Background: an optimization exercise with open tools, aiming at small area, a short achievable clock period and few clock cycles per item. Do not read the settings as production practice. Where RTL was checked, it was by simulation tests only, not by an equivalence proof against the original. Function not checked in runs 1 and 2: the RTL went through the layout flow alone. Power and IR drop assume default switching activity.

==> flow/run.sh <==
#!/bin/bash
# Standard layout with: buf_4 port buffers, no dummy clock loads, clock sink clusters of up to 28 sinks within 60 um,
# and timing repair aiming for 6.9 ns of setup slack.
set -euo pipefail
export BUFFER_PORTS_ARGS="-buffer_cell sky130_fd_sc_hd__buf_4"
export CTS_ARGS="-sink_clustering_enable -repair_clock_nets -dont_use_dummy_load -sink_clustering_size 28 -sink_clustering_max_diameter 60"
export SETUP_SLACK_MARGIN=6.9
bash standard.sh > standard.log 2>&1
==> design.v <==
module olivia_fec_decoder (
    input  wire        clk,
    input  wire        rst,
    input  wire        in_valid,
    output wire        in_ready,
    input  wire [3:0]  in_bps,
    input  wire [47:0] in_soft,
    output wire        out_valid,
    input  wire        out_ready,
    output wire [6:0]  out_char,
    output wire [2:0]  out_index,
    output wire [11:0] out_peak,
    output wire        out_last
);
    localparam [63:0] SCRAMBLING_CODE = 64'hE257E6D0291574EC;
    localparam integer NCRED = 4;    
    function [63:0] scr_tab;
        input integer s;
        integer i, m;
        begin
            for (i = 0; i < 8; i = i + 1)
                for (m = 0; m < 8; m = m + 1)
                    scr_tab[8*i + m] = SCRAMBLING_CODE[(8*s + m + 13*i) % 64];
        end
    endfunction
    genvar s, p, q, x, j;
    reg        rdy;           
    reg [5:0]  ld_t;          
    reg [7:0]  ld_s;          
    reg [7:0]  ld_pm;         
    reg [7:0]  ld_pg;         
    reg [7:0]  ld_mh;         
    reg [2:0]  ld_bm1;        
    reg [7:0]  we;            
    reg [23:0] xsel;          
    reg        dc_busy;       
    reg [2:0]  dc_bm1;        
    reg [7:0]  dc_bh;         
    reg [7:0]  dc_ih;         
    reg [7:0]  dc_mh;         
    reg [7:0]  dc_gh;         
    reg        win;           
    reg        dc_last;       
    reg [NCRED-1:0] cred;     
    reg [7:0]  neg;           
    reg [7:0]  neg4;          
    wire fire = in_valid & rdy;
    reg  [2:0] in_bm1;
    always @(*) begin
        case (in_bps)
            4'd0, 4'd1: in_bm1 = 3'd0;
            4'd2:       in_bm1 = 3'd1;
            4'd3:       in_bm1 = 3'd2;
            4'd4:       in_bm1 = 3'd3;
            4'd5:       in_bm1 = 3'd4;
            4'd6:       in_bm1 = 3'd5;
            4'd7:       in_bm1 = 3'd6;
            default:    in_bm1 = 3'd7;
        endcase
    end
    wire [2:0] dc_m = {dc_mh[4] | dc_mh[5] | dc_mh[6] | dc_mh[7],
                       dc_mh[2] | dc_mh[3] | dc_mh[6] | dc_mh[7],
                       dc_mh[1] | dc_mh[3] | dc_mh[5] | dc_mh[7]};
    wire [7:0] phi  = {dc_mh[5:0], dc_mh[7:6]};
    wire       win_end = win & dc_mh[7];
    wire       out_fire;
    wire       cred_ok = cred[0];
    wire       t0      = (ld_t == 6'd0);
    wire       t63     = (ld_t == 6'd63);
    wire       done    = fire & t63;     
    wire       at_last = |(dc_ih & dc_bh);
    wire       busy_0  = dc_busy & ~(win_end & at_last);
    wire [7:0] ih_0    = win_end ? {dc_ih[6:0], dc_ih[7]} : dc_ih;
    wire [7:0] mh_0    = {dc_mh[6:0], dc_mh[7]};
    wire [7:0] gh_0    = dc_mh[7] ? {dc_gh[6:0], dc_gh[7]} : dc_gh;
    wire       al      = |({dc_gh[6:0], dc_gh[7]} & dc_ih);
    wire       go_0    = busy_0 & dc_mh[7] & cred_ok & (win | al);
    wire       last_0  = (go_0 & |(ih_0 & dc_bh)) | (dc_last & busy_0);
    wire       free_0  = ~busy_0 | last_0;
    wire       go_1    = cred_ok & ld_pg[7];
    wire       last_1  = go_1 & (ld_bm1 == 3'd0);
    wire       go_nx   = done ? go_1 : go_0;
    wire       rephase = ~dc_busy & ld_pg[7] & ld_pm[3] & ~t0;
    wire [7:0] mh_nx   = done ? 8'd1 : rephase ? 8'd16 : mh_0;
    wire [7:0] mh_n    = rephase ? 8'd16 : mh_0;
    wire [7:0] ih_n    = dc_busy ? ih_0 : 8'd1;
    wire [7:0] ih_4    = (busy_0 & ~win_end) ? (win ? {dc_ih[6:0], dc_ih[7]} : dc_ih) :
                         (busy_0 & win_end) ? ih_0 : 8'd1;
    wire       hi_nx   = |mh_n[7:4];
    wire [7:0] i4_nx   = hi_nx ? ih_4 : ih_n;
    wire [7:0] m4_nx   = {mh_n[3:0], mh_n[7:4]};
    wire [7:0] neg_0;
    generate
        for (s = 0; s < 8; s = s + 1) begin : g_neg
            localparam [63:0] TAB = scr_tab(s);
            wire [63:0] hit;
            for (q = 0; q < 64; q = q + 1) begin : g_h
                assign hit[q] = TAB[q] & ih_n[q / 8] & mh_n[q % 8];
            end
            assign neg_0[s] = |hit;
            wire [63:0] hit4;
            for (q = 0; q < 64; q = q + 1) begin : g_h4
                assign hit4[q] = TAB[q] & i4_nx[q / 8] & m4_nx[q % 8];
            end
            always @(posedge clk) neg4[s] <= |hit4;
        end
    endgenerate
    wire [23:0] xs_init;      
    wire [23:0] xs_one;       
    wire [23:0] xs_step;      
    generate
        for (p = 0; p < 8; p = p + 1) begin : g_xs
            localparam [2:0] CW = 3'd0 - p[2:0];
            wire [2:0] src = (ld_t[2:0] == 3'd7) ? xsel[3*((p + 7) % 8) +: 3] : xsel[3*p +: 3];
            assign xs_init[3*p +: 3] = CW;
            assign xs_one[3*p +: 3]  = (in_bm1 == CW) ? 3'd0 : CW + 3'd1;
            assign xs_step[3*p +: 3] = (src == ld_bm1) ? 3'd0 : src + 3'd1;
        end
    endgenerate
    wire [7:0] pm_n   = {ld_pm[6:0], ld_pm[7]};
    wire       rdy_0  = t0 ? free_0 : |(pm_n & ld_mh);
    wire       miss   = rdy & ~in_valid & ~t0;
    wire       rdy_1  = t63 ? last_1 : 1'b1;
    wire [7:0] s_1    = (ld_t[2:0] == 3'd7) ? {ld_s[6:0], ld_s[7]} : ld_s;
    wire [7:0] we_0   = rdy_0 ? ld_s : 8'd0;
    wire [7:0] we_1   = t63 ? (last_1 ? 8'd1 : 8'd0) : s_1;
    always @(posedge clk) begin
        if (rst) begin
            rdy     <= 1'b0;
            ld_t    <= 6'd0;
            ld_s    <= 8'd1;
            ld_pm   <= 8'd1;
            ld_pg   <= 8'd1;
            ld_mh   <= 8'd1;
            ld_bm1  <= 3'd0;
            we      <= 8'd0;
            xsel    <= xs_init;
            dc_busy <= 1'b0;
            dc_bm1  <= 3'd0;
            dc_bh   <= 8'd1;
            dc_ih   <= 8'd1;
            dc_mh   <= 8'd1;
            dc_gh   <= 8'd1;
            win     <= 1'b0;
            dc_last <= 1'b0;
            cred    <= {NCRED{1'b1}};
        end else begin
            rdy     <= fire ? rdy_1 : rdy_0;
            ld_t    <= fire ? ld_t + 6'd1 : ld_t;
            ld_s    <= fire ? s_1 : ld_s;
            ld_pm   <= (fire & t0) ? 8'd2 : pm_n;
            ld_pg   <= (fire & t0) ? 8'd1 : (ld_pm[7] ? {ld_pg[6:0], ld_pg[7]} : ld_pg);
            ld_mh   <= fire ? {ld_mh[6:0], ld_mh[7]} : ld_mh;
            ld_bm1  <= (fire & t0) ? in_bm1 : ld_bm1;
            we      <= fire ? we_1 : we_0;
            xsel    <= fire ? (t63 ? xs_init : t0 ? xs_one : xs_step) :
                       miss ? {xsel[20:0], xsel[23:21]} : xsel;
            dc_busy <= done | busy_0;
            dc_bm1  <= done ? ld_bm1 : dc_bm1;
            dc_bh   <= done ? (8'd1 << ld_bm1) : dc_bh;
            dc_ih   <= done ? 8'd1 : ih_0;
            dc_mh   <= mh_nx;
            dc_gh   <= done ? {ld_pg[6:0], ld_pg[7]} : gh_0;
            win     <= go_nx | (win & ~win_end);
            dc_last <= done ? last_1 : last_0;
            if (go_nx & ~out_fire)
                cred <= {1'b0, cred[NCRED-1:1]};
            else if (out_fire & ~go_nx)
                cred <= {cred[NCRED-2:0], 1'b1};
        end
        neg <= neg_0;
    end
    assign in_ready = rdy;
    wire [47:0] xb;           
    generate
        for (p = 0; p < 8; p = p + 1) begin : g_xb
            assign xb[6*p +: 6] = in_soft[6*xsel[3*p +: 3] +: 6];
        end
    endgenerate
    wire [47:0] taps;
    wire [47:0] taps4;        
    generate
        for (s = 0; s < 8; s = s + 1) begin : g_ring
            reg  [383:0] r;
            wire [383:0] sh = {r[377:0], r[383:378]};
            wire [383:0] nx;
            for (p = 0; p < 8; p = p + 1) begin : g_port
                assign nx[48*p +: 6]      = we[s] ? xb[6*p +: 6] : sh[48*p +: 6];
                assign nx[48*p + 6 +: 42] = sh[48*p + 6 +: 42];
            end
            always @(posedge clk) r <= nx;
            assign taps[6*s +: 6]  = r[383:378];
            assign taps4[6*s +: 6] = r[359:354];
        end
    endgenerate
    reg [7:0] A [0:7];
    generate
        for (q = 0; q < 4; q = q + 1) begin : g_a
            wire [7:0] pa = {{2{taps4[6*q + 5]}}, taps4[6*q +: 6]};
            wire [7:0] pb = {{2{taps4[6*q + 29]}}, taps4[6*q + 24 +: 6]};
            wire [7:0] xp = pa ^ {8{neg4[q]}};
            wire [7:0] vp = (pb ^ {8{neg4[q + 4]}}) + {7'd0, neg4[q + 4]};
            wire [7:0] ua = {{2{taps[6*q + 5]}}, taps[6*q +: 6]};
            wire [7:0] ub = {{2{taps[6*q + 29]}}, taps[6*q + 24 +: 6]};
            wire [7:0] xa = ua ^ {8{neg[q]}};
            wire [7:0] vb = (ub ^ {8{neg[q + 4]}}) + {7'd0, neg[q + 4]};
            wire [7:0] sm, df;
            ks_add #(.W(8)) u_s (.a(vp), .b(xp),  .cin(neg4[q]), .s(sm));
            ks_add #(.W(8)) u_d (.a(vb), .b(~xa), .cin(~neg[q]), .s(df));
            always @(posedge clk) begin
                A[q]     <= sm;
                A[q + 4] <= df;
            end
        end
    endgenerate
    wire [8:0] w2 [0:7];
    wire [9:0] w3 [0:7];
    generate
        for (q = 0; q < 8; q = q + 1) begin : g_b
            if ((q & 1) == 0) begin : g_lo1
                ks_add #(.W(9)) u (.a({A[q + 1][7], A[q + 1]}), .b({A[q][7], A[q]}),
                                   .cin(1'b0), .s(w2[q]));
            end else begin : g_hi1
                ks_add #(.W(9)) u (.a({A[q][7], A[q]}), .b(~{A[q - 1][7], A[q - 1]}),
                                   .cin(1'b1), .s(w2[q]));
            end
            if ((q & 2) == 0) begin : g_lo2
                ks_add #(.W(10)) u (.a({w2[q + 2][8], w2[q + 2]}), .b({w2[q][8], w2[q]}),
                                    .cin(1'b0), .s(w3[q]));
            end else begin : g_hi2
                ks_add #(.W(10)) u (.a({w2[q][8], w2[q]}), .b(~{w2[q - 2][8], w2[q - 2]}),
                                    .cin(1'b1), .s(w3[q]));
            end
        end
    endgenerate
    reg [9:0] B [0:7];
    generate
        for (q = 0; q < 8; q = q + 1) begin : g_breg
            always @(posedge clk) B[q] <= w3[q];
        end
    endgenerate
    wire [9:0] sk [0:7];
    generate
        for (j = 0; j < 8; j = j + 1) begin : g_skew
            localparam integer K = j % 4;
            if (K == 0) begin : g_z
                assign sk[j] = B[j];
            end else begin : g_d
                reg [10*K-1:0] d;
                if (K == 1) begin : g_1
                    always @(posedge clk) d <= B[j];
                end else begin : g_n
                    always @(posedge clk) d <= {d[10*K-11:0], B[j]};
                end
                assign sk[j] = d[10*K-1 -: 10];
            end
        end
    endgenerate
    wire [7:0] phi_n = {mh_nx[5:0], mh_nx[7:6]};
    reg  [2:0] kr;
    always @(posedge clk)
        kr <= {phi_n[4] | phi_n[5] | phi_n[6] | phi_n[7], phi_n[2] | phi_n[3] | phi_n[6] | phi_n[7],
               phi_n[1] | phi_n[3] | phi_n[5] | phi_n[7]};
    wire [9:0] r0 [0:7];
    wire [9:0] r1 [0:7];
    wire [9:0] r2 [0:7];
    wire [9:0] r3 [0:7];
    generate
        for (x = 0; x < 8; x = x + 1) begin : g_rv
            assign r0[x] = sk[(8 - x) % 8];
            assign r1[x] = kr[0] ? r0[(x + 7) % 8] : r0[x];
            assign r2[x] = kr[1] ? r1[(x + 6) % 8] : r1[x];
            assign r3[x] = kr[2] ? r2[(x + 4) % 8] : r2[x];
        end
    endgenerate
    wire [9:0] dk [0:7];
    generate
        for (x = 0; x < 8; x = x + 1) begin : g_rot
            wire [9:0] rv = r3[x];
            if (x == 7) begin : g_z
                assign dk[x] = rv;
            end else begin : g_d
                localparam integer N = 7 - x;
                reg [10*N-1:0] d;
                if (N == 1) begin : g_1
                    always @(posedge clk) d <= rv;
                end else begin : g_n
                    always @(posedge clk) d <= {d[10*N-11:0], rv};
                end
                assign dk[x] = d[10*N-1 -: 10];
            end
        end
    endgenerate
    reg [10:0] C1 [0:7];
    generate
        for (q = 0; q < 8; q = q + 1) begin : g_c1
            wire [10:0] u1;
            if ((q & 1) == 0) begin : g_lo
                ks_add #(.W(11)) u (.a({dk[q + 1][9], dk[q + 1]}), .b({dk[q][9], dk[q]}),
                                    .cin(1'b0), .s(u1));
            end else begin : g_hi
                ks_add #(.W(11)) u (.a({dk[q][9], dk[q]}), .b(~{dk[q - 1][9], dk[q - 1]}),
                                    .cin(1'b1), .s(u1));
            end
            always @(posedge clk) C1[q] <= u1;
        end
    endgenerate
    reg [11:0] C [0:7];
    generate
        for (q = 0; q < 8; q = q + 1) begin : g_c2
            wire [11:0] u2;
            if ((q & 2) == 0) begin : g_lo2
                ks_add #(.W(12)) u (.a({C1[q + 2][10], C1[q + 2]}), .b({C1[q][10], C1[q]}),
                                    .cin(1'b0), .s(u2));
            end else begin : g_hi2
                ks_add #(.W(12)) u (.a({C1[q][10], C1[q]}), .b(~{C1[q - 2][10], C1[q - 2]}),
                                    .cin(1'b1), .s(u2));
            end
            always @(posedge clk) C[q] <= u2;
        end
    endgenerate
    reg [11:0] mg [0:7];
    reg        sg [0:7];
    generate
        for (q = 0; q < 8; q = q + 1) begin : g_m
            wire [12:0] f3;
            if ((q & 4) == 0) begin : g_lo4
                ks_add #(.W(13)) u (.a({C[q + 4][11], C[q + 4]}), .b({C[q][11], C[q]}),
                                    .cin(1'b0), .s(f3));
            end else begin : g_hi4
                ks_add #(.W(13)) u (.a({C[q][11], C[q]}), .b(~{C[q - 4][11], C[q - 4]}),
                                    .cin(1'b1), .s(f3));
            end
            always @(posedge clk) begin
                mg[q] <= f3[11:0] ^ {12{f3[12]}};
                sg[q] <= f3[12];
            end
        end
    endgenerate
    wire [11:0] mag [0:7];
    generate
        for (q = 0; q < 8; q = q + 1) begin : g_mag
            assign mag[q] = mg[q] + {11'd0, sg[q]};
        end
    endgenerate
    reg [11:0] l1m [0:3];
    reg [1:0]  l1i [0:3];     
    generate
        for (q = 0; q < 4; q = q + 1) begin : g_l1
            wire r = mag[2*q + 1] > mag[2*q];
            always @(posedge clk) begin
                l1m[q] <= r ? mag[2*q + 1] : mag[2*q];
                l1i[q] <= r ? {1'b1, sg[2*q + 1]} : {1'b0, sg[2*q]};
            end
        end
    endgenerate
    reg [11:0] l2m [0:1];
    reg [2:0]  l2i [0:1];
    generate
        for (q = 0; q < 2; q = q + 1) begin : g_l2
            wire r = l1m[2*q + 1] > l1m[2*q];
            always @(posedge clk) begin
                l2m[q] <= r ? l1m[2*q + 1] : l1m[2*q];
                l2i[q] <= r ? {1'b1, l1i[2*q + 1]} : {1'b0, l1i[2*q]};
            end
        end
    endgenerate
    wire        l3r = l2m[1] > l2m[0];
    wire [11:0] l3m = l3r ? l2m[1] : l2m[0];
    wire [3:0]  l3i = l3r ? {1'b1, l2i[1]} : {1'b0, l2i[0]};
    reg [11:0] pk_m;
    reg [3:0]  pk_i;          
    always @(posedge clk) begin
        pk_m <= l3m;
        pk_i <= l3i;
    end
    wire [2:0] ypk = dc_m + 3'd5;
    reg [11:0] rm_m;
    reg [6:0]  rm_i;          
    wire take = dc_mh[3] | (pk_m > rm_m);       
    always @(posedge clk) begin
        if (take) begin
            rm_m <= pk_m;
            rm_i <= {ypk, pk_i};
        end
    end
    reg [1:0] wq;
    always @(posedge clk) begin
        if (rst)
            wq <= 2'd0;
        else if (dc_mh[7])
            wq <= {wq[0], win_end};
    end
    wire res_v = dc_mh[3] & wq[1];
    reg  [2:0]  rc_i;
    wire        rc_last = (rc_i == dc_bm1);
    wire [22:0] res = {rc_last, rc_i, rm_i[0], rm_i[6:1], rm_m};    
    always @(posedge clk) begin
        if (rst)
            rc_i <= 3'd0;
        else if (res_v)
            rc_i <= rc_last ? 3'd0 : rc_i + 3'd1;
    end
    reg [22:0] qd [0:NCRED-1];
    reg [2:0]  qn;            
    reg        ov;
    reg [22:0] od;
    assign out_fire = ov & out_ready;
    wire [2:0]  qn_n = qn - {2'd0, out_fire} + {2'd0, res_v};
    wire [22:0] hd_n = out_fire ? ((qn >= 3'd2) ? qd[1] : res) :
                                  ((qn != 3'd0) ? qd[0] : res);
    integer k;
    always @(posedge clk) begin
        if (rst) begin
            qn <= 3'd0;
            ov <= 1'b0;
        end else begin
            qn <= qn_n;
            ov <= (qn_n != 3'd0);
        end
        od <= hd_n;
        if (out_fire) begin
            for (k = 0; k < NCRED - 1; k = k + 1)
                qd[k] <= qd[k + 1];
            if (res_v)
                qd[qn - 3'd1] <= res;
        end else if (res_v) begin
            qd[qn[1:0]] <= res;
        end
    end
    assign out_valid = ov;
    assign out_peak  = od[11:0];
    assign out_char  = od[18:12];
    assign out_index = od[21:19];
    assign out_last  = od[22];
endmodule
module ks_add #(
    parameter integer W = 8
) (
    input  wire [W-1:0] a,
    input  wire [W-1:0] b,
    input  wire         cin,
    output wire [W-1:0] s
);
    function integer levels;
        input integer n;
        integer v;
        begin
            levels = 0;
            for (v = 1; v < n; v = v * 2)
                levels = levels + 1;
        end
    endfunction
    localparam integer L = levels(W);
    wire [W-1:0] p0 = a ^ b;
    wire [W-1:0] g  [0:L];
    wire [W-1:0] pp [0:L];
    assign g[0]  = (a & b) | {{(W-1){1'b0}}, p0[0] & cin};
    assign pp[0] = p0;
    genvar k, i;
    generate
        for (k = 0; k < L; k = k + 1) begin : g_lvl
            for (i = 0; i < W; i = i + 1) begin : g_bit
                if (i >= (1 << k)) begin : g_op
                    assign g[k + 1][i]  = g[k][i] | (pp[k][i] & g[k][i - (1 << k)]);
                    assign pp[k + 1][i] = pp[k][i] & pp[k][i - (1 << k)];
                end else begin : g_pass
                    assign g[k + 1][i]  = g[k][i];
                    assign pp[k + 1][i] = pp[k][i];
                end
            end
        end
    endgenerate
    wire [W-1:0] c = {g[L][W-2:0], cin};
    assign s = p0 ^ c;
endmodule
==> constraint.sdc <==
create_clock -name core_clock -period 10.0 [get_ports {clk}]
set_input_delay 2.0000 -clock core_clock [delete_from_list [all_inputs] [get_ports {clk}]]
set_output_delay 2.0000 -clock core_clock [all_outputs]
set_load 0.01 [all_outputs]
==> standard.sh <==
#!/bin/bash
# synth_recipe.tcl (not shown) runs the flow's synth.tcl, then flattens the netlist and writes it again
# the make line also repeats each setting of config.mk as NAME=value (left out here)
make -C /OpenROAD-flow-scripts/flow DESIGN_CONFIG=/design/flow/config.mk WORK_HOME=/design/flow/orfs CLKGATE_MAP_FILE= SYNTH_SCRIPT=/design/flow/synth_recipe.tcl "${@:-finish}"
==> config.mk <==
export PLATFORM = sky130hd
export DESIGN_NAME = olivia_fec_decoder
export DESIGN_NICKNAME = olivia_fec_decoder
export VERILOG_FILES = /design/flow/design.v
export SDC_FILE = /design/flow/constraint.sdc
export NUM_CORES = 8
export LEC_CHECK = 0
export CAP_MARGIN = 10
export CORE_MARGIN = 2
export CORE_UTILIZATION = 50
export PLACE_DENSITY = 0.68
export SLEW_MARGIN = 10
==> flow_summary.yaml, run 1 <==
logic_synthesis:
  ys_seq_elements: 4268
  ys.flop_type: "dfxtp_1"
  yosys_warnings: 27
  synth_top_family_by_area: "compound AO/OA/AOI/OAI gates"
  synth_cell_type_count: 90
  netlist_instances: 10170
  synth-compound-area-share_pct: 7.562
  synth_edf_count: 111
  syn_area_per_cell_um2: 12.64
  synth_mux_area_share_pct: 5.687
  synth_fp_nets: 10860
  yosys.area_share.simple_pct: 5.824
  ys_seq_area_share_pct: 67.36
  synth_xor_area_share_pct: 4.438
  ys_async_sr_fraction_pct: 0
  synth_fa_ha_area_share_pct: 6.480
  synth_area_um2: 128500
pwr:
  ir_drop_uv: 457.0
  total_leakage_power_nw: 57.73
  p_per_area_nw_per_um2: 368.8
  swShare_pct: 35.87
  sequentialPowerShare_pct: 42.0
  p_switching_mw: 18.58
  p_int_mw: 33.22
  comb_power_share_pct: 41.5
  p_clk_share_pct: 16.5
floorplan:
  io_pins: 81
  die_w_um: 510.9
  core_um2: 256200
  start_util_pct: 50.15
  die_h_um: 510.9
  rows: 186
  die_area_um2: 261000
critical_path:
  path_buf_inv: 1
  worst_setup_path_start_kind: "flop"
  path_cells: "buf_6"
  cp_top_family: "flip-flops"
  worstPathRequired_ns: 8.00
  critPathMaxFanout: 2
  slowest_delay_ns: 0.37
  arrival_ns: 1.34
  cp_slowest_cell: "dfxtp_4"
  end_kind: "output pin"
  critPathKind: "reg2out"
layout:
  layout-drive-gt1-share_pct: 11.41
  final_cell_mix: "dfxtp_1, nor2_1, a21oi_1"
  fin_nets: 10940
  final_util_pct: 54.82
  final_cells: 13630
  n_fill_cell: 20760
  layout_commonest_cell: "dfxtp_1"
  area_growth_pct: 9.324
clock_network:
  cts_tree: "yes"
  numCtsBuffers: 209
  clock-sinks: 4268
  hold_buffers: 0
  worstSkewPairLatency_ns: 0.95
  path_clk_slew_ns: 0.10
  clockBufferDepth: 3
  h-tree-depth: 4
  clock-root-buffer: "clkbuf_16"
run:
  maxCapViolations: 0
global_routing:
  grtUsageTotal_pct: 19.84
  first_global_vias: 69690
  grt_max_degree: 100
  grt_pass1_wl_mm: 404.0
  antenna_found_initial: 8
  grt_overflow: 0
timing:
  tns_ns: 0
  hold_violations: 0
  max_freq_mhz: 299.1
  period_share_pct: 33.44
  worstMarginPinSlew_ns: 1.225
  max_slew_margin_pct: 15.97
  whs_ns: 0.2144
  skew_ns: 0.1310
  drv_slew: 0
  setup_violations: 0
  rsz0062_at_grt: "true"
  period_needed_ns: 3.344
placed_design:
  gp_congestion: 0.8697
  dp_hpwl_mm: 186.8
  portBuffers: 80
  placed_cells: 13340
drt:
  via_count: 69960
  drtIter0Drc: 4494
  dr.pass1.iters: 6
  wl_mm: 265.7
  routed_via_density: 5.132
  drc: 0
  wire_per_inst_um: 19.49
  ant_nets: 0
min_path:
  hold_class: "reg2reg"
outcome:
  status: "timing/DRC/antenna clean"
-- routing by layer --
metal / global-route usage (%) / routed length [um]
met1: 26.85 / 122900
met2: 33.10 / 124600
met3: 2.534 / 10160
met4: 6.248 / 8144
met5: 0 / 0
-- state kept, by name, summed over array words and instances, names as in the netlist, 12 cells and up --
name	cells
g_ring.r	3072
g_rot.g_d.d	280
g_skew.g_d.d	118
mg	96
qd	92
C	90
C1	84
B	76
A	64
l1m	48
l2m	24
xsel	24
od	23
pk_m	12
rm_m	12
-- power groups by stage --
stage / Sequential, mW / Clock, mW / Combinational, mW
floorplan: 21.3 / 0 / 14.6
global placement: 22.1 / 0 / 19.4
detailed placement: 22.1 / 0 / 19.8
CTS: 21.8 / 8.76 / 20.4
global route: 22.0 / 9.36 / 23.7
finish: 21.7 / 8.55 / 21.5
-- cell type report --
cell class	count	area [um2]	area share, %
flip-flops and latches	4268	86680	61.71
multi-input cells	5016	40360	28.73
clock buffers	209	5230	3.723
well taps	3384	4234	3.014
inverters	536	2047	1.457
repair buffers	212	1901	1.353
diodes	7	17.52	0.01247
-- worst reg2reg max path, cell delays in order (launching register included) --
cell        delay, ns
dfxtp_1          0.44
ha_4             0.20
clkinvlp_4       0.13
buf_4            0.16
fa_1             0.39
a21oi_1          0.14
nor2b_1          0.07
o31a_1           0.29
o41ai_4          0.38
buf_4            0.19
nor2b_1          0.06
o41ai_1          0.27
a32oi_1          0.15
o31ai_1          0.11
-- what timing repair did --
item                       4_1_cts  5_1_grt
gates cloned                     9        5
pin swaps                       20       57
buffers inserted                25       37
setup endpoints to repair      214      253
resized for setup              158      219
-- synth_stat cells (168+ instances only) --
cell / n / area (um2)
nor2_1: 818 / 3070
ha_1: 587 / 7345
xnor2_1: 419 / 3670
o21ai_0: 245 / 1226
a21oi_1: 757 / 3789
xor2_1: 232 / 2032
inv_1: 530 / 1989
mux4_2: 168 / 3784
clkbuf_1: 293 / 1100
dfxtp_1: 4157 / 83220
nand2_1: 242 / 908.4
mux2_2: 228 / 2567
-- final timing paths --
path,cells past startpoint,to,slack (ns),from
max,1,in_ready,6.66,rdy
min,0,g_rot[0].g_d.d[35],0.21,g_rot[0].g_d.d[25]
max reg2reg,13,mg[6][11],6.86,C[0][0]
min reg2reg,0,g_rot[0].g_d.d[35],0.21,g_rot[0].g_d.d[25]
-- metrics by stage --
step / cell area, um2 / setup slack, ns / power, mW
after floorplan: 129100 / 6.498 / 35.92
after global placement: 133000 / 5.904 / 41.44
after detailed placement: 133000 / 5.935 / 41.92
after CTS: 139100 / 6.580 / 50.95
after global routing: 140500 / 6.587 / 55.06
final: 140500 / 6.656 / 51.81
-- kinds of logic after synthesis --
| kind of cell | Yosys count |
|---|---|
| AND/OR/NAND/NOR | 1636 |
| buffers and inverters | 887 |
| multiplexers | 491 |
| flip-flops | 4268 |
| XOR/XNOR | 651 |
| AO/OA/AOI/OAI | 1598 |
| adder cells (fa/ha/maj) | 636 |
==> run 2: changes to the inputs <==
--- a/design.v
+++ b/design.v
@@ -15,3 +15,3 @@
     localparam [63:0] SCRAMBLING_CODE = 64'hE257E6D0291574EC;
-    localparam integer NCRED = 4;    
+    localparam integer NCRED = 3;    
     function [63:0] scr_tab;
@@ -297,7 +297,7 @@
             wire [10:0] u1;
-            if ((q & 1) == 0) begin : g_lo
-                ks_add #(.W(11)) u (.a({dk[q + 1][9], dk[q + 1]}), .b({dk[q][9], dk[q]}),
+            if ((q & 4) == 0) begin : g_lo
+                ks_add #(.W(11)) u (.a({dk[q + 4][9], dk[q + 4]}), .b({dk[q][9], dk[q]}),
                                     .cin(1'b0), .s(u1));
             end else begin : g_hi
-                ks_add #(.W(11)) u (.a({dk[q][9], dk[q]}), .b(~{dk[q - 1][9], dk[q - 1]}),
+                ks_add #(.W(11)) u (.a({dk[q][9], dk[q]}), .b(~{dk[q - 4][9], dk[q - 4]}),
                                     .cin(1'b1), .s(u1));
@@ -321,26 +321,2 @@
     endgenerate
-    reg [11:0] mg [0:7];
-    reg        sg [0:7];
-    generate
-        for (q = 0; q < 8; q = q + 1) begin : g_m
-            wire [12:0] f3;
-            if ((q & 4) == 0) begin : g_lo4
-                ks_add #(.W(13)) u (.a({C[q + 4][11], C[q + 4]}), .b({C[q][11], C[q]}),
-                                    .cin(1'b0), .s(f3));
-            end else begin : g_hi4
-                ks_add #(.W(13)) u (.a({C[q][11], C[q]}), .b(~{C[q - 4][11], C[q - 4]}),
-                                    .cin(1'b1), .s(f3));
-            end
-            always @(posedge clk) begin
-                mg[q] <= f3[11:0] ^ {12{f3[12]}};
-                sg[q] <= f3[12];
-            end
-        end
-    endgenerate
-    wire [11:0] mag [0:7];
-    generate
-        for (q = 0; q < 8; q = q + 1) begin : g_mag
-            assign mag[q] = mg[q] + {11'd0, sg[q]};
-        end
-    endgenerate
     reg [11:0] l1m [0:3];
@@ -349,6 +325,15 @@
         for (q = 0; q < 4; q = q + 1) begin : g_l1
-            wire r = mag[2*q + 1] > mag[2*q];
+            wire [11:0] a  = C[2*q];
+            wire [11:0] b  = C[2*q + 1];
+            wire        sa = a[11];
+            wire        sb = b[11];
+            wire        za = (a == 12'd0);
+            wire        zb = (b == 12'd0);
+            wire [11:0] ma = (a ^ {12{sa}}) + {11'd0, sa};     
+            wire [11:0] m;
+            ks_add #(.W(12)) u (.a(ma), .b(b ^ {12{sb}}), .cin(sb), .s(m));
+            wire        hi = (sa ^ sb) & ~za & ~zb;
             always @(posedge clk) begin
-                l1m[q] <= r ? mag[2*q + 1] : mag[2*q];
-                l1i[q] <= r ? {1'b1, sg[2*q + 1]} : {1'b0, sg[2*q]};
+                l1m[q] <= m;
+                l1i[q] <= {hi, (hi | za) ? sb : sa};
             end
@@ -376,6 +361,6 @@
     end
-    wire [2:0] ypk = dc_m + 3'd5;
+    wire [2:0] ypk = dc_m + 3'd6;
     reg [11:0] rm_m;
     reg [6:0]  rm_i;          
-    wire take = dc_mh[3] | (pk_m > rm_m);       
+    wire take = dc_mh[2] | (pk_m > rm_m);       
     always @(posedge clk) begin
@@ -393,3 +378,3 @@
     end
-    wire res_v = dc_mh[3] & wq[1];
+    wire res_v = dc_mh[2] & wq[1];
     reg  [2:0]  rc_i;
==> flow_summary.yaml, run 2 <==
critical_path:
  cp_top_family: "flip-flops"
  startpoint: "rdy"
  critPathKind: "reg2out"
  path_buf_inv: 1
  end_kind: "output pin"
  worst_setup_path_start_kind: "flop"
  path_cells: "buf_6"
  r2r_start: "ld_t[1]"
  worstPathRequired_ns: 8.00
  critPathMaxFanout: 2
  arrival_ns: 1.36
  slowest_delay_ns: 0.38
  cp_slowest_cell: "dfxtp_4"
logic_synthesis:
  synth_fp_nets: 9974
  synth_top_area_share_pct: 67.10
  ys_seq_elements: 4140
  yosys-top-cells-area: "dfxtp_1, ha_1, a21oi_1"
  synth_edf_count: 88
  ys_async_sr_fraction_pct: 0
  synth_fa_ha_area_share_pct: 5.807
  yosys_warnings: 22
  synth-compound-area-share_pct: 7.382
  netlist_instances: 9384
  synth_common_cells: "dfxtp_1, a21oi_1, nor2_1, inv_1, ha_1"
  syn_area_per_cell_um2: 12.88
  ys_seq_area_share_pct: 69.29
  synth_top_family_by_area: "compound AO/OA/AOI/OAI gates"
  synth_most_common_cell: "dfxtp_1"
  synth_area_um2: 120900
  synth_mux_area_share_pct: 5.798
  yosysTopAreaCell: "dfxtp_1"
  ys.flop_type: "dfxtp_1"
  yosys.area_share.simple_pct: 5.240
  synth_cell_type_count: 81
  synth_xor_area_share_pct: 3.963
clock_network:
  worstSkewPairLatency_ns: 0.92
  cts_tree: "yes"
  clock-sinks: 4140
  h-tree-depth: 4
  path_clk_slew_ns: 0.10
  numCtsBuffers: 195
  hold_buffers: 0
  clockBufferDepth: 3
  clock-root-buffer: "clkbuf_16"
floorplan:
  io_pins: 81
  start_util_pct: 50.26
  die_area_um2: 245700
  core_um2: 240500
  die_h_um: 495.7
  rows: 180
  die_w_um: 495.7
drt:
  dr.pass1.iters: 10
  wl_mm: 245.3
  drc: 0
  ant_nets: 0
  via_count: 63840
  drtIter0Drc: 4450
  routed_via_density: 5.047
  wire_per_inst_um: 19.39
placed_design:
  portBuffers: 80
  dp_hpwl_mm: 169.8
  dpl_cell_area_um2: 125000
  gp_congestion: 0.8784
  placed_cells: 12400
layout:
  layout-drive-gt1-share_pct: 10.43
  multi_input_area_um2: 34860
  largest_reg_flops: 3072
  top_regs: "g_ring.r x3072, g_rot.g_d.d x280, g_skew.g_d.d x118"
  regArea_um2: 83880
  final_cells: 12650
  n_fill_cell: 19680
  top_register: "g_ring.r"
  area_growth_pct: 8.499
  fin_nets: 10050
  stdcell_area_um2: 131200
  layout_commonest_cell: "dfxtp_1"
  final_cell_mix: "dfxtp_1, a21oi_1, nor2_1"
global_routing:
  grt_pass1_wl_mm: 368.8
  grtUsageTotal_pct: 19.53
  antenna_found_initial: 12
  grt_use_met3_pct: 3.062
  busiest_layer: "met2"
  grt_util_met1_pct: 27.30
  grt_overflow: 0
  first_global_vias: 62520
  use_met2_pct: 31.90
  grt_max_degree: 65
timing:
  rsz0062_at_grt: "true"
  setup_violations: 0
  period_share_pct: 33.60
  hold_violations: 0
  worstMarginPinSlew_ns: 1.377
  max_slew_margin_pct: 8.213
  tns_ns: 0
  max_freq_mhz: 297.6
  skew_ns: 0.09581
  drv_slew: 0
  period_needed_ns: 3.360
run:
  maxCapViolations: 0
pwr:
  p_per_area_nw_per_um2: 352.4
  total_leakage_power_nw: 54.20
  ir_drop_uv: 445.1
min_path:
  hold_class: "reg2reg"
  hp-start: "g_ring[0].r[170]"
outcome:
  status: "timing/DRC/antenna clean"
[run 2: cell count changes after synthesis, moves of 26 or more]
cell and change:
nand3_1 -35, clkbuf_1 -33, o21ai_0 -35, xnor2_1 -108
nand4_1 -26, nor2_1 -101, o21bai_1 +31, ha_1 -98
inv_1 -36, mux2_2 -34, o31a_1 -45, dfxtp_1 -105
[run 2: metrics by stage]
stage	util [%]	hold WS [ns]	total power, mW	setup WS, ns
final	54.53	0.2416	46.21	6.640
after detailed placement	51.99	0.3121	37.88	5.999
after global placement	51.99	0.3095	37.54	5.937
after global routing	54.52	0.2355	49.05	6.580
after CTS	54.28	0.2358	46.18	6.577
after floorplan	-	0.3096	32.61	6.687
[run 2: final timing paths]
path	end	cells after the start	slack, ns
max	in_ready	1	6.64
min	g_ring[0].r[176]	0	0.24
max reg2reg	neg4[7]	10	6.73
min reg2reg	g_ring[0].r[176]	0	0.24
[run 2: cell type report]
class	instances	share of cell area (%)
Timing Repair Buffer	190	1.250
Inverter	496	1.443
Multi-Input combinational cell	4437	26.58
Sequential cell	4140	63.95
Tap cell	3185	3.038
Clock buffer	195	3.721
Antenna cell	7	0.01336
[run 2: logic make-up after synthesis]
kind of cell               Yosys count
DFF                               4140
AOI/OAI and AO/OA                 1489
and+or+nand+nor                   1400
xor gates and xnor gates           547
muxes                              466
adders and majority gates          534
buffers and inverters              808
[run 2: repair_timing]
action                     CTS  global route
cloned                       0             1
pin swaps                   12            19
buffers inserted            24            21
setup endpoints to repair  104           106
resized for setup          132           127
[run 2: report_power, final]
part           leakage, nW  switching [mW]  internal, mW
logic                 17.4            9.99          7.36
registers             34.4            1.43          19.3
clock network         2.40            4.65          3.46
[run 2: metal layers]
metal	wire, um	share of wire [%]
met1	115500	47
met5	23	0.0094
met4	5610	2.3
met2	113400	46
met3	10760	4.4
==> run 3: changes to the inputs <==
--- a/design.v
+++ b/design.v
@@ -15,3 +15,3 @@
     localparam [63:0] SCRAMBLING_CODE = 64'hE257E6D0291574EC;
-    localparam integer NCRED = 3;    
+    localparam integer NCRED = 4;    
     function [63:0] scr_tab;
@@ -258,19 +258,2 @@
     endgenerate
-    wire [7:0] phi_n = {mh_nx[5:0], mh_nx[7:6]};
-    reg  [2:0] kr;
-    always @(posedge clk)
-        kr <= {phi_n[4] | phi_n[5] | phi_n[6] | phi_n[7], phi_n[2] | phi_n[3] | phi_n[6] | phi_n[7],
-               phi_n[1] | phi_n[3] | phi_n[5] | phi_n[7]};
-    wire [9:0] r0 [0:7];
-    wire [9:0] r1 [0:7];
-    wire [9:0] r2 [0:7];
-    wire [9:0] r3 [0:7];
-    generate
-        for (x = 0; x < 8; x = x + 1) begin : g_rv
-            assign r0[x] = sk[(8 - x) % 8];
-            assign r1[x] = kr[0] ? r0[(x + 7) % 8] : r0[x];
-            assign r2[x] = kr[1] ? r1[(x + 6) % 8] : r1[x];
-            assign r3[x] = kr[2] ? r2[(x + 4) % 8] : r2[x];
-        end
-    endgenerate
     wire [9:0] dk [0:7];
@@ -278,3 +261,9 @@
         for (x = 0; x < 8; x = x + 1) begin : g_rot
-            wire [9:0] rv = r3[x];
+            wire [79:0] terms;
+            for (j = 0; j < 8; j = j + 1) begin : g_t
+                assign terms[10*j +: 10] = sk[j] & {10{phi[(j + x) % 8]}};
+            end
+            wire [9:0] sel = terms[9:0]   | terms[19:10] | terms[29:20] | terms[39:30] |
+                             terms[49:40] | terms[59:50] | terms[69:60] | terms[79:70];
+            wire [9:0] rv = sel;
             if (x == 7) begin : g_z
==> flow_summary.yaml, run 3 <==
outcome:
  status: "timing/DRC/antenna clean"
timing:
  max_slew_margin_pct: 21.40
  drv_slew: 0
  hold_violations: 0
  setup_violations: 0
  worstMarginPinSlew_ns: 1.179
  tns_ns: 0
  period_share_pct: 33.50
  max_freq_mhz: 298.5
  rsz0062_at_grt: "true"
  period_needed_ns: 3.350
  skew_ns: 0.1073
global_routing:
  first_global_vias: 66740
  grtUsageTotal_pct: 19.70
  grt_max_degree: 95
  antenna_found_initial: 8
  grt_overflow: 0
  grt_pass1_wl_mm: 384.2
logic_synthesis:
  ys_seq_elements: 4161
  synth_common_cells: "dfxtp_1, a21oi_1, nor2_1, inv_1, ha_1"
  yosys_warnings: 22
  syn_area_per_cell_um2: 12.51
  synth_most_common_cell: "dfxtp_1"
  synth_top_area_share_pct: 66.13
  ys.flop_type: "dfxtp_1"
  synth_cell_type_count: 87
  synth_fp_nets: 10390
  ys_seq_area_share_pct: 68.85
  synth_area_um2: 122600
  yosys-top-cells-area: "dfxtp_1, ha_1, a21oi_1"
  netlist_instances: 9797
  synth_edf_count: 111
  yosysTopAreaCell: "dfxtp_1"
  ys_async_sr_fraction_pct: 0
layout:
  area_growth_pct: 8.278
  final_cell_mix: "dfxtp_1, a21oi_1, nor2_1"
  multi_input_area_um2: 35520
  top_register: "g_ring.r"
  final_cells: 12950
  largest_reg_flops: 3072
  top_regs: "g_ring.r x3072, g_rot.g_d.d x280, g_skew.g_d.d x118"
  layout_commonest_cell: "dfxtp_1"
  fin_nets: 10340
  n_fill_cell: 19830
  stdcell_area_um2: 132800
  regArea_um2: 84560
  layout-drive-gt1-share_pct: 8.948
critical_path:
  cp_slowest_cell: "dfxtp_4"
  slowest_delay_ns: 0.37
  path_buf_inv: 1
  worstPathRequired_ns: 8.00
  worst_setup_path_start_kind: "flop"
  path_cells: "buf_6"
  cp_top_family: "flip-flops"
  critPathMaxFanout: 2
  arrival_ns: 1.35
  end_kind: "output pin"
  critPathKind: "reg2out"
floorplan:
  core_um2: 243500
  io_pins: 81
  die_h_um: 499.2
  die_w_um: 499.2
  die_area_um2: 249200
  start_util_pct: 50.36
  rows: 181
clock_network:
  clock-sinks: 4161
  clock-root-buffer: "clkbuf_16"
  path_clk_slew_ns: 0.09
  hold_buffers: 0
  clockBufferDepth: 3
  cts_tree: "yes"
  worstSkewPairLatency_ns: 0.90
  h-tree-depth: 4
  numCtsBuffers: 197
pwr:
  p_per_area_nw_per_um2: 341.9
  total_leakage_power_nw: 54.30
  ir_drop_uv: 261.9
drt:
  drc: 0
  drtIter0Drc: 5878
  routed_via_density: 5.238
  via_count: 67840
  dr.pass1.iters: 9
  wl_mm: 254.8
  ant_nets: 0
  wire_per_inst_um: 19.67
placed_design:
  placed_cells: 12700
  dp_hpwl_mm: 173.1
  portBuffers: 80
  dpl_cell_area_um2: 126400
  gp_congestion: 0.8902
run:
  maxCapViolations: 0
min_path:
  hold_class: "reg2reg"
==> run 3: cell types whose count changed after synthesis, moves of 17 or more <==
cell      previous run  this run
mux2i_1            104        87
clkbuf_1           260       339
nand4_1             24       112
mux4_2             168        96
a22oi_1             24       335
mux2_2             194       127
buf_1               45        82
edfxtp_1            88       111
==> run 3: metal layers <==
| metal | vias up | wire length [um] | global-route usage (%) |
|---|---|---|---|
| met4 | 4 | 7998 | 5.856 |
| li1 | 32660 | - | - |
| met1 | 32830 | 116200 | 27.06 |
| met5 | - | 18 | 0 |
| met2 | 1876 | 117900 | 32.36 |
| met3 | 465 | 12610 | 2.799 |
==> run 3: what timing repair did <==
item / CTS / global route
pin swaps: 7 / 43
endpoints found under the setup margin: 126 / 101
buffers inserted: 10 / 31
endpoints found under the hold margin: 0 / 0
cloned: 0 / 5
resized for setup: 114 / 145
==> run 3: cell families after synthesis <==
group / count (synthesis) / synth area share, %
AO/OA/AOI/OAI: 1804 / 9.209
XOR/XNOR: 557 / 3.979
adder cells (fa/ha/maj): 534 / 5.725
buffers and inverters: 940 / 2.913
flip-flops: 4161 / 68.85
multiplexers: 321 / 3.746
AND/OR/NAND/NOR: 1480 / 5.577
==> run 3: power breakdown <==
part           internal [mW]  switching [mW]  total [mW]
combinational           7.07            9.14        16.2
sequential              19.3            1.68        21.0
clock                   3.50            4.68        8.18
total                   29.9            15.5        45.4
==> run 3: final timing paths <==
check	start	end	slack, ns	depth (start not counted)
worst max-delay path	rdy	in_ready	6.65	1
worst min-delay path	g_ring[2].r[280]	g_ring[2].r[286]	0.26	0
worst max register to register	dc_ih[0]	neg4[3]	6.88	9
worst min register to register	g_ring[2].r[280]	g_ring[2].r[286]	0.26	0
==> run 3: through the flow <==
step                      setup slack, ns  utilization, %  hold slack, ns  power (mW)
after CTS                           6.567           54.12          0.2560       44.73
final                               6.650           54.53          0.2584       45.38
after detailed placement            5.685           51.91          0.3121       36.39
after global placement              5.623           51.91          0.3095       35.89
after global routing                6.563           54.53          0.2582       48.06
after floorplan                     6.567               -          0.3096       32.00
==> run 3: area by class of cell <==
| class | count | share of cell area [%] |
|---|---|---|
| Clock buffer | 197 | 3.714 |
| Timing Repair Buffer | 191 | 1.366 |
| Tap cell | 3202 | 3.018 |
| Inverter | 500 | 1.445 |
| Multi-Input combinational cell | 4696 | 26.76 |
| Antenna cell | 3 | 0.005655 |
| Sequential cell | 4161 | 63.70 |
==> run 3: worst register-to-register path, delay by kind of cell, from the launching register on <==
family | cells | cell delay (ns)
compound gates | 4 | 1.02
buf+inv | 1 | 0.27
flops | 1 | 0.51
simple gates | 4 | 1.18
Testbench counts of run 3, summed over its fixed seeds: cycles 35,432, chars 1,720.
==> run 4: changes to the inputs <==
--- a/design.v
+++ b/design.v
@@ -15,3 +15,3 @@
     localparam [63:0] SCRAMBLING_CODE = 64'hE257E6D0291574EC;
-    localparam integer NCRED = 4;    
+    localparam integer NCRED = 3;    
     function [63:0] scr_tab;
==> flow_summary.yaml, run 4 <==
outcome:
  status: "timing/DRC/antenna clean"
global_routing:
  grt_max_degree: 74
  grt_overflow: 0
  antenna_found_initial: 11
  grt_pass1_wl_mm: 379.5
  first_global_vias: 65920
  grtUsageTotal_pct: 19.54
layout:
  final_cell_mix: "dfxtp_1, a21oi_1, nor2_1"
  layout-drive-gt1-share_pct: 9.900
  area_growth_pct: 8.891
  fin_nets: 10300
  layout_commonest_cell: "dfxtp_1"
  top_register: "g_ring.r"
  largest_reg_flops: 3072
  top_regs: "g_ring.r x3072, g_rot.g_d.d x280, g_skew.g_d.d x118"
pwr:
  sequentialPowerShare_pct: 45.1
  p_clk_share_pct: 17.4
  p_switching_mw: 16.05
  p_per_area_nw_per_um2: 349.9
  p_int_mw: 30.21
  comb_power_share_pct: 37.5
  total_leakage_power_nw: 54.12
  ir_drop_uv: 384.5
  swShare_pct: 34.69
critical_path:
  arrival_ns: 1.31
  slowest_delay_ns: 0.34
  worstPathRequired_ns: 8.00
  critPathMaxFanout: 1
  r2r_start: "C[0][0]"
  timing.rr.end: "l1m[3][11]"
  worstRegToRegCells: 16
  path_cells: "buf_6"
  cp_slowest_cell: "dfxtp_2"
  critPathKind: "reg2out"
  path_buf_inv: 1
  worst_setup_path_start_kind: "flop"
  cp_top_family: "flip-flops"
  end_kind: "output pin"
  ff2ff_setup_slack_ns: 6.89
drt:
  drc: 0
  drtIter0Drc: 5612
  via_count: 67270
  wl_mm: 250.2
  ant_nets: 0
  wire_per_inst_um: 19.41
  dr.pass1.iters: 12
  routed_via_density: 5.217
logic_synthesis:
  synth_top_area_share_pct: 66.75
  synth_area_um2: 121400
  synth_edf_count: 88
  synth_cell_type_count: 81
  ys.flop_type: "dfxtp_1"
  synth_fp_nets: 10300
  synth_common_cells: "dfxtp_1, a21oi_1, nor2_1, ha_1, inv_1"
  yosys_warnings: 22
  syn_area_per_cell_um2: 12.50
  yosys-top-cells-area: "dfxtp_1, ha_1, a21oi_1"
  ys_seq_elements: 4137
  synth_most_common_cell: "dfxtp_1"
  netlist_instances: 9713
  yosysTopAreaCell: "dfxtp_1"
  ys_async_sr_fraction_pct: 0
  ys_seq_area_share_pct: 68.93
clock_network:
  cts_tree: "yes"
  clockBufferDepth: 3
  clock-root-buffer: "clkbuf_16"
  path_clk_slew_ns: 0.10
  worstSkewPairLatency_ns: 0.92
  numCtsBuffers: 192
  h-tree-depth: 4
  clock-sinks: 4137
floorplan:
  die_h_um: 496.8
  die_w_um: 496.8
  start_util_pct: 50.39
  rows: 180
  io_pins: 81
  die_area_um2: 246800
  core_um2: 241000
timing:
  skew_ns: 0.1508
  period_needed_ns: 3.309
  hold_violations: 0
  drv_slew: 0
  max_freq_mhz: 302.2
  setup_violations: 0
  tns_ns: 0
  whs_ns: 0.2639
  worstMarginPinSlew_ns: 1.294
  rsz0062_at_grt: "true"
  period_share_pct: 33.09
  max_slew_margin_pct: 11.27
placed_design:
  gp_congestion: 0.8562
  portBuffers: 80
  dp_hpwl_mm: 170.0
min_path:
  whs_path_depth: 0
  hold_class: "reg2reg"
  hp-start: "g_ring[1].r[352]"
  whs_endpoint: "g_ring[1].r[358]"
run:
  maxCapViolations: 0
==> run 4: cell types whose count changed in the layout (fill, tap and decap cells not counted), sizes merged, moves of 19 or more <==
cell    previous run  this run
o21ai            204       174
edfxtp           111        88
nand2            267       235
mux2             137       118
buf              186       237
o31ai             16        36
==> run 4: timing repair <==
item / 4_1_cts / 5_1_grt
pin swaps: 24 / 99
endpoints found under the setup margin: 125 / 111
hold buffers: 0 / 0
resized for setup: 157 / 196
buffers inserted: 33 / 63
gates cloned: 0 / 4
endpoints found under the hold margin: 0 / 0
==> run 4: per-stage QoR <==
stage               instances  setup slack [ns]  utilization, %  power, mW  cell area [um2]
global route            12890             6.621           54.87      48.95           132200
global placement        12600             5.348           51.92      36.08           125100
finish                  12890             6.691           54.87      46.26           132200
floorplan                9713             6.477               -      31.84           121800
detailed placement      12600             5.314           51.92      36.53           125100
CTS                     12830             6.617           54.28      45.11           130800
==> run 4: layout make-up <==
| cell class | count | area (um2) |
|---|---|---|
| fillers | 19600 | 108800 |
| flip-flops and latches | 4137 | 83840 |
| multi-input cells | 4647 | 35500 |
| clock buffers | 192 | 4805 |
| well taps | 3185 | 3985 |
| repair buffers | 241 | 2222 |
| inverters | 490 | 1868 |
| diodes | 2 | 5.005 |
==> run 4: routing by layer <==
metal  up-vias  part of all wire, %  global-route usage (%)
met5         -               0.0048                       0
met4         2                  3.5                   6.534
met3       526                  4.7                   2.607
met2      1894                   46                   32.38
met1     32330                   45                   26.43
li1      32520                    -                       -
==> run 4: worst max path at each step <==
| stage | endpoint | start | cells after the start | slack [ns] |
|---|---|---|---|---|
| final | out_index[1] | od[20] | 1 | 6.69 |
| after global routing | out_index[1] | od[20] | 1 | 6.62 |
| after detailed placement | cred[0] | in_valid | 10 | 5.31 |
| after CTS | out_index[1] | od[20] | 1 | 6.62 |
| after floorplan | cred[1] | in_valid | 10 | 6.48 |
| after global placement | cred[0] | in_valid | 10 | 5.35 |
==> run 4: logic make-up after synthesis <==
| group | count (synthesis) | share of synthesized area, % |
|---|---|---|
| flip-flops | 4137 | 68.93 |
| AO/OA/AOI/OAI | 1752 | 9.006 |
| AND/OR/NAND/NOR | 1507 | 5.808 |
| buffers and inverters | 929 | 2.889 |
| XOR/XNOR | 549 | 3.960 |
| adder cells (fa/ha/maj) | 534 | 5.781 |
| multiplexers | 305 | 3.625 |
==> run 4: power by group through the flow <==
stage / Combinational [mW] / Sequential [mW] / Clock, mW
3_3_place_gp: 14.9 / 21.1 / 0
2_1_floorplan: 11.6 / 20.2 / 0
3_5_place_dp: 15.3 / 21.2 / 0
5_1_grt: 19.0 / 21.1 / 8.82
6_report: 17.3 / 20.9 / 8.06
4_1_cts: 16.0 / 20.9 / 8.24
Testbench counts of run 4, summed over its fixed seeds: cycles 35,432, chars 1,720.
==> run 5: changes to the inputs <==
--- a/config.mk
+++ b/config.mk
@@ -10,3 +10,3 @@
 export CORE_UTILIZATION = 50
-export PLACE_DENSITY = 0.68
+export PLACE_DENSITY = 0.74
 export SLEW_MARGIN = 10
==> flow_summary.yaml, run 5 <==
pwr:
  total_leakage_power_nw: 54.09
  p_per_area_nw_per_um2: 345.9
  ir_drop_uv: 316.2
logic_synthesis:
  ys_seq_area_share_pct: 68.93
  synth_edf_count: 88
  ys.flop_type: "dfxtp_1"
  netlist_instances: 9713
  yosys-top-cells-area: "dfxtp_1, ha_1, a21oi_1"
  synth_common_cells: "dfxtp_1, a21oi_1, nor2_1, ha_1, inv_1"
  synth_top_area_share_pct: 66.75
  synth_fp_nets: 10300
  synth_area_um2: 121400
  synth_cell_type_count: 81
  syn_area_per_cell_um2: 12.50
  yosysTopAreaCell: "dfxtp_1"
  ys_seq_elements: 4137
  synth_most_common_cell: "dfxtp_1"
  ys_async_sr_fraction_pct: 0
  yosys_warnings: 22
global_routing:
  grt_util_met1_pct: 26.59
  grt_max_degree: 64
  first_global_vias: 66690
  antenna_found_initial: 8
  grt_use_met3_pct: 3.131
  grt_pass1_wl_mm: 381.4
  grt_overflow: 0
  grtUsageTotal_pct: 19.54
  busiest_layer: "met2"
  use_met2_pct: 32.15
layout:
  final_cell_mix: "dfxtp_1, a21oi_1, nor2_1"
  area_growth_pct: 8.784
  fin_nets: 10280
  largest_reg_flops: 3072
  top_register: "g_ring.r"
  layout_commonest_cell: "dfxtp_1"
  top_regs: "g_ring.r x3072, g_rot.g_d.d x280, g_skew.g_d.d x118"
  layout-drive-gt1-share_pct: 9.483
drt:
  dr.pass1.iters: 11
  routed_via_density: 5.280
  via_count: 68010
  ant_nets: 0
  drtIter0Drc: 5643
  wire_per_inst_um: 19.50
  drc: 0
  wl_mm: 251.1
critical_path:
  timing.rr.end: "l1m[3][11]"
  worst_setup_path_start_kind: "flop"
  worstPathRequired_ns: 8.00
  end_kind: "output pin"
  path_cells: "buf_6"
  r2r_start: "C[0][0]"
  critPathMaxFanout: 2
  slowest_delay_ns: 0.40
  cp_slowest_cell: "dfxtp_4"
  cp_top_family: "flip-flops"
  critPathKind: "reg2out"
  ff2ff_setup_slack_ns: 6.88
  arrival_ns: 1.35
  worstRegToRegCells: 14
  path_buf_inv: 1
floorplan:
  die_h_um: 496.8
  rows: 180
  start_util_pct: 50.39
  die_w_um: 496.8
  core_um2: 241000
  die_area_um2: 246800
  io_pins: 81
outcome:
  status: "timing/DRC/antenna clean"
timing:
  timing.final.ws_setup_ns: 6.653
  setup_violations: 0
  period_share_pct: 33.47
  hold_violations: 0
  tns_ns: 0
  skew_ns: 0.08703
  period_needed_ns: 3.347
  worstMarginPinSlew_ns: 1.129
  max_slew_margin_pct: 22.58
  rsz0062_at_grt: "true"
  max_freq_mhz: 298.7
  drv_slew: 0
clock_network:
  numCtsBuffers: 194
  path_clk_slew_ns: 0.09
  clockBufferDepth: 3
  worstSkewPairLatency_ns: 0.88
  hold_buffers: 0
  clock-sinks: 4137
  clock-root-buffer: "clkbuf_16"
  cts_tree: "yes"
  h-tree-depth: 4
min_path:
  hold_class: "reg2reg"
  hp-start: "g_ring[6].r[184]"
  whs_path_depth: 0
  whs_endpoint: "g_ring[6].r[190]"
placed_design:
  dp_hpwl_mm: 168.9
  dpl_worst_slack_ns: 5.723
  gp_congestion: 0.9051
  portBuffers: 80
run:
  maxCapViolations: 0
==> run 5: cell counts after synthesis <==
Identical to the previous run, type by type.
==> run 5: cell families (layout without fill, tap and decap cells) <==
kind of cell | Yosys count | after routing | share of synthesized area, %
other | 0 | 4 | 0
muxes | 305 | 305 | 3.625
DFF | 4137 | 4137 | 68.93
xor gates and xnor gates | 549 | 549 | 3.960
adders and majority gates | 534 | 534 | 5.781
and+or+nand+nor | 1507 | 1507 | 5.808
AOI/OAI and AO/OA | 1752 | 1752 | 9.006
buffers and inverters | 929 | 907 | 2.889
==> run 5: cell type report <==
class | count | area, um2
fill | 19270 | 108900
clock buffer | 194 | 4855
antenna | 4 | 10.01
tap | 3185 | 3985
timing repair buffer | 223 | 2246
inverter | 490 | 1861
multi-input combinational | 4647 | 35290
sequential | 4137 | 83840
==> run 5: metal layers <==
layer  vias up  wire (um)
met5         -          9
met4         2       7646
met3       558      14140
met2      2209     116100
met1     32790     113200
li1      32450          -
==> run 5: what timing repair did <==
item                       in CTS  in global routing
cloned                          3                  8
pin swaps                      12                 74
setup buffers                  18                 50
hold endpoints to repair        0                  0
setup endpoints to repair     121                 99
gates resized for setup       155                173
==> run 5: worst max path at each step <==
stage	from	endpoint	slack [ns]	cells past startpoint
2_1_floorplan	in_valid	cred[1]	6.48	10
3_3_place_gp	out_ready	qd[0][18]	5.79	7
3_5_place_dp	out_ready	qd[0][14]	5.72	7
4_1_cts	rdy	in_ready	6.58	1
5_1_grt	rdy	in_ready	6.58	1
6_report	rdy	in_ready	6.65	1
==> run 5: where the power goes <==
group | switching (mW) | internal (mW) | leakage [nW] | total, mW
Sequential | 1.68 | 19.2 | 34.4 | 20.9
Clock | 4.65 | 3.45 | 2.39 | 8.10
Combinational | 9.46 | 7.23 | 17.3 | 16.7
Total | 15.8 | 29.9 | 54.1 | 45.7
==> run 5: through the flow <==
| stage | hold slack [ns] | instance area (um2) | utilization, % | total power [mW] | instances |
|---|---|---|---|---|---|
| after global placement | 0.3095 | 125100 | 51.93 | 35.80 | 12600 |
| after CTS | 0.2725 | 130800 | 54.28 | 44.85 | 12820 |
| after global routing | 0.2693 | 132100 | 54.81 | 48.30 | 12880 |
| after floorplan | 0.3096 | 121800 | - | 31.84 | 9713 |
| final | 0.2730 | 132100 | 54.81 | 45.69 | 12880 |
| after detailed placement | 0.3121 | 125100 | 51.93 | 36.31 | 12600 |
==> run 6: changes to the inputs <==
--- a/config.mk
+++ b/config.mk
@@ -9,4 +9,4 @@
 export CORE_MARGIN = 2
-export CORE_UTILIZATION = 50
-export PLACE_DENSITY = 0.74
+export CORE_UTILIZATION = 55
+export PLACE_DENSITY = 0.72
 export SLEW_MARGIN = 10
==> flow_summary.yaml, run 6 <==
outcome:
  status: "timing/DRC/antenna clean"
clock_network:
  clock-sinks: 4137
  clockBufferDepth: 3
  h-tree-depth: 4
  path_clk_slew_ns: 0.10
  worstSkewPairLatency_ns: 0.86
  numCtsBuffers: 196
  clock-root-buffer: "clkbuf_16"
  cts_tree: "yes"
global_routing:
  antenna_found_initial: 12
  busiest_layer: "met2"
  grt_util_met1_pct: 29.66
  first_global_vias: 66310
  grt_max_degree: 95
  grt_overflow: 0
  grtUsageTotal_pct: 21.99
  grt_use_met3_pct: 2.985
  use_met2_pct: 36.70
  grt_pass1_wl_mm: 382.9
layout:
  fin_nets: 10330
  n_fill_cell: 16780
  final_util_pct: 60.35
  layout-drive-gt1-share_pct: 10.54
  area_growth_pct: 9.099
  multi_input_area_um2: 35690
  regArea_um2: 83860
  largest_reg_flops: 3072
  stdcell_area_um2: 132500
  layout_commonest_cell: "dfxtp_1"
  top_regs: "g_ring.r x3072, g_rot.g_d.d x280, g_skew.g_d.d x118"
  final_cell_mix: "dfxtp_1, a21oi_1, nor2_1"
  top_register: "g_ring.r"
critical_path:
  cp_slowest_cell: "dfxtp_4"
  cp_top_family: "flip-flops"
  slowest_delay_ns: 0.37
  worst_setup_path_start_kind: "flop"
  path_cells: "buf_6"
  path_buf_inv: 1
  critPathKind: "reg2out"
  end_kind: "output pin"
  critPathMaxFanout: 1
  worstPathRequired_ns: 8.00
  arrival_ns: 1.35
placed_design:
  dpl_cell_area_um2: 124700
  gp_congestion: 0.8836
  dp_hpwl_mm: 169.2
  portBuffers: 80
floorplan:
  die_w_um: 473.9
  rows: 172
  core_um2: 219500
  start_util_pct: 55.32
  io_pins: 81
  die_area_um2: 224500
  die_h_um: 473.9
logic_synthesis:
  synth_fp_nets: 10300
  yosys_warnings: 22
  netlist_instances: 9713
  synth_edf_count: 88
  synth_cell_type_count: 81
  ys_seq_elements: 4137
  yosys-top-cells-area: "dfxtp_1, ha_1, a21oi_1"
  synth_top_area_share_pct: 66.75
  synth_area_um2: 121400
  ys_async_sr_fraction_pct: 0
  syn_area_per_cell_um2: 12.50
  synth_most_common_cell: "dfxtp_1"
  ys_seq_area_share_pct: 68.93
  yosysTopAreaCell: "dfxtp_1"
  synth_common_cells: "dfxtp_1, a21oi_1, nor2_1, ha_1, inv_1"
  ys.flop_type: "dfxtp_1"
timing:
  period_share_pct: 33.46
  tns_ns: 0
  setup_violations: 0
  drv_slew: 0
  max_slew_margin_pct: 12.34
  period_needed_ns: 3.346
  skew_ns: 0.1085
  max_freq_mhz: 298.8
  rsz0062_at_grt: "true"
  hold_violations: 0
  whs_ns: 0.2516
  worstMarginPinSlew_ns: 1.278
drt:
  dr.pass1.iters: 11
  routed_via_density: 5.354
  wl_mm: 255.4
  drc: 0
  wire_per_inst_um: 20.25
  via_count: 67520
  drtIter0Drc: 6213
  ant_nets: 0
pwr:
  total_leakage_power_nw: 54.43
  p_total_mw: 46.28
  ir_drop_uv: 339.8
  p_per_area_nw_per_um2: 349.3
run:
  maxCapViolations: 0
min_path:
  hold_class: "reg2reg"
[run 6: cell types whose count changed in the layout (fill, tap and decap cells not counted), sizes merged]
cell    before  now
buf        212  255
and2        21   22
bufbuf       3    4
clkbuf     202  203
diode        4    3
[run 6: final cells by class]
cell class / instances / share of cell area (%)
antenna: 3 / 0.005667
tap: 2871 / 2.712
clock buffer: 196 / 3.702
multi-input combinational: 4648 / 26.94
inverter: 490 / 1.404
sequential: 4137 / 63.30
timing repair buffer: 266 / 1.934
[run 6: worst paths after layout]
check	start	to	slack (ns)	cells past startpoint
setup / recovery	od[4]	out_peak[4]	6.65	1
hold / removal	g_ring[5].r[328]	g_ring[5].r[334]	0.25	0
hold reg to reg	g_ring[5].r[328]	g_ring[5].r[334]	0.25	0
setup reg to reg	C[0][0]	l1m[3][11]	6.89	16
[run 6: report_power, final]
| part | leakage [nW] | internal [mW] | switching (mW) |
|---|---|---|---|
| combinational | 17.6 | 7.67 | 9.57 |
| clock | 2.42 | 3.48 | 4.66 |
| sequential | 34.4 | 19.2 | 1.66 |
| total | 54.4 | 30.4 | 15.9 |
[run 6: worst register-to-register path, cell delays in order (launching register included)]
cell	delay, ns
dfxtp_4	0.40
clkinvlp_4	0.11
buf_6	0.13
buf_12	0.12
ha_4	0.16
ha_4	0.17
xnor2_2	0.13
xnor2_1	0.14
ha_1	0.34
and3_4	0.20
a221oi_4	0.28
a211o_1	0.20
o21ai_2	0.07
nor3_2	0.19
o21bai_1	0.10
a21oi_2	0.16
xnor2_1	0.08
[run 6: kinds of logic after synthesis]
| kind of cell | share of synthesized area (%) |
|---|---|
| flip-flops | 68.93 |
| AO/OA/AOI/OAI | 9.006 |
| AND/OR/NAND/NOR | 5.808 |
| buffers and inverters | 2.889 |
| XOR/XNOR | 3.960 |
| adder cells (fa/ha/maj) | 5.781 |
| multiplexers | 3.625 |
[run 6: repair_timing]
item | in CTS | in global routing
hold buffers | 0 | 0
gates resized for setup | 191 | 198
pin swaps | 32 | 108
setup endpoints to repair | 127 | 115
cloned | 4 | 8
buffers inserted | 57 | 62
[run 6: metal layers]
layer	part of all wire, %	up-vias
li1	-	32550
met1	45	32630
met2	47	1827
met3	4.8	505
met4	3.5	2
met5	0.0059	-
[run 6: through the flow]
step	std cells	setup slack (ns)
after floorplan	9713	6.477
after CTS	12540	6.594
final	12610	6.654
after global placement	12280	4.985
after global routing	12610	6.599
after detailed placement	12280	5.011

==> port drivers added, routing unchanged <==
How much do the figures lean on ideal ports? The routed layouts below were timed once more, with nothing changed but the port constraints.
Step 1 (the two cells are an assumption about what drives the block):
set clk [get_ports {clk}]
set_driving_cell -lib_cell sky130_fd_sc_hd__clkbuf_16 $clk
set_driving_cell -lib_cell sky130_fd_sc_hd__buf_2 [delete_from_list [all_inputs] $clk]
Step 2, shift: input delay + t, output delay - t, t = (earliest + latest rising clock arrival at the registers) / 2. This alone moves slack from input paths to output paths.
Three values: ideal ports, drivers, drivers and shift; two values: the first two.
| run | t (ns) | setup slack, ns | worst data-port slew with drivers (ns) |
|---|---|---|---|
| run 1 | 0.938 | 6.656 / 6.565 / 6.006 | 0.08 |
| run 2 | 0.925 | 6.640 / 6.550 / 6.030 | 0.15 |
| run 3 | 0.926 | 6.650 / 6.551 / 6.049 | 0.11 |
| run 4 | 0.924 | 6.691 / 6.598 / 5.986 | 0.20 |
| run 5 | 0.920 | 6.653 / 6.560 / 6.023 | 0.22 |
| run 6 | 0.907 | 6.654 / 6.567 / 6.048 | 0.11 |
After both steps every run listed still meets setup and hold. For run 4, which loses most, drivers alone change the setup slack by -0.093 ns; drivers and shift together by -0.705 ns.
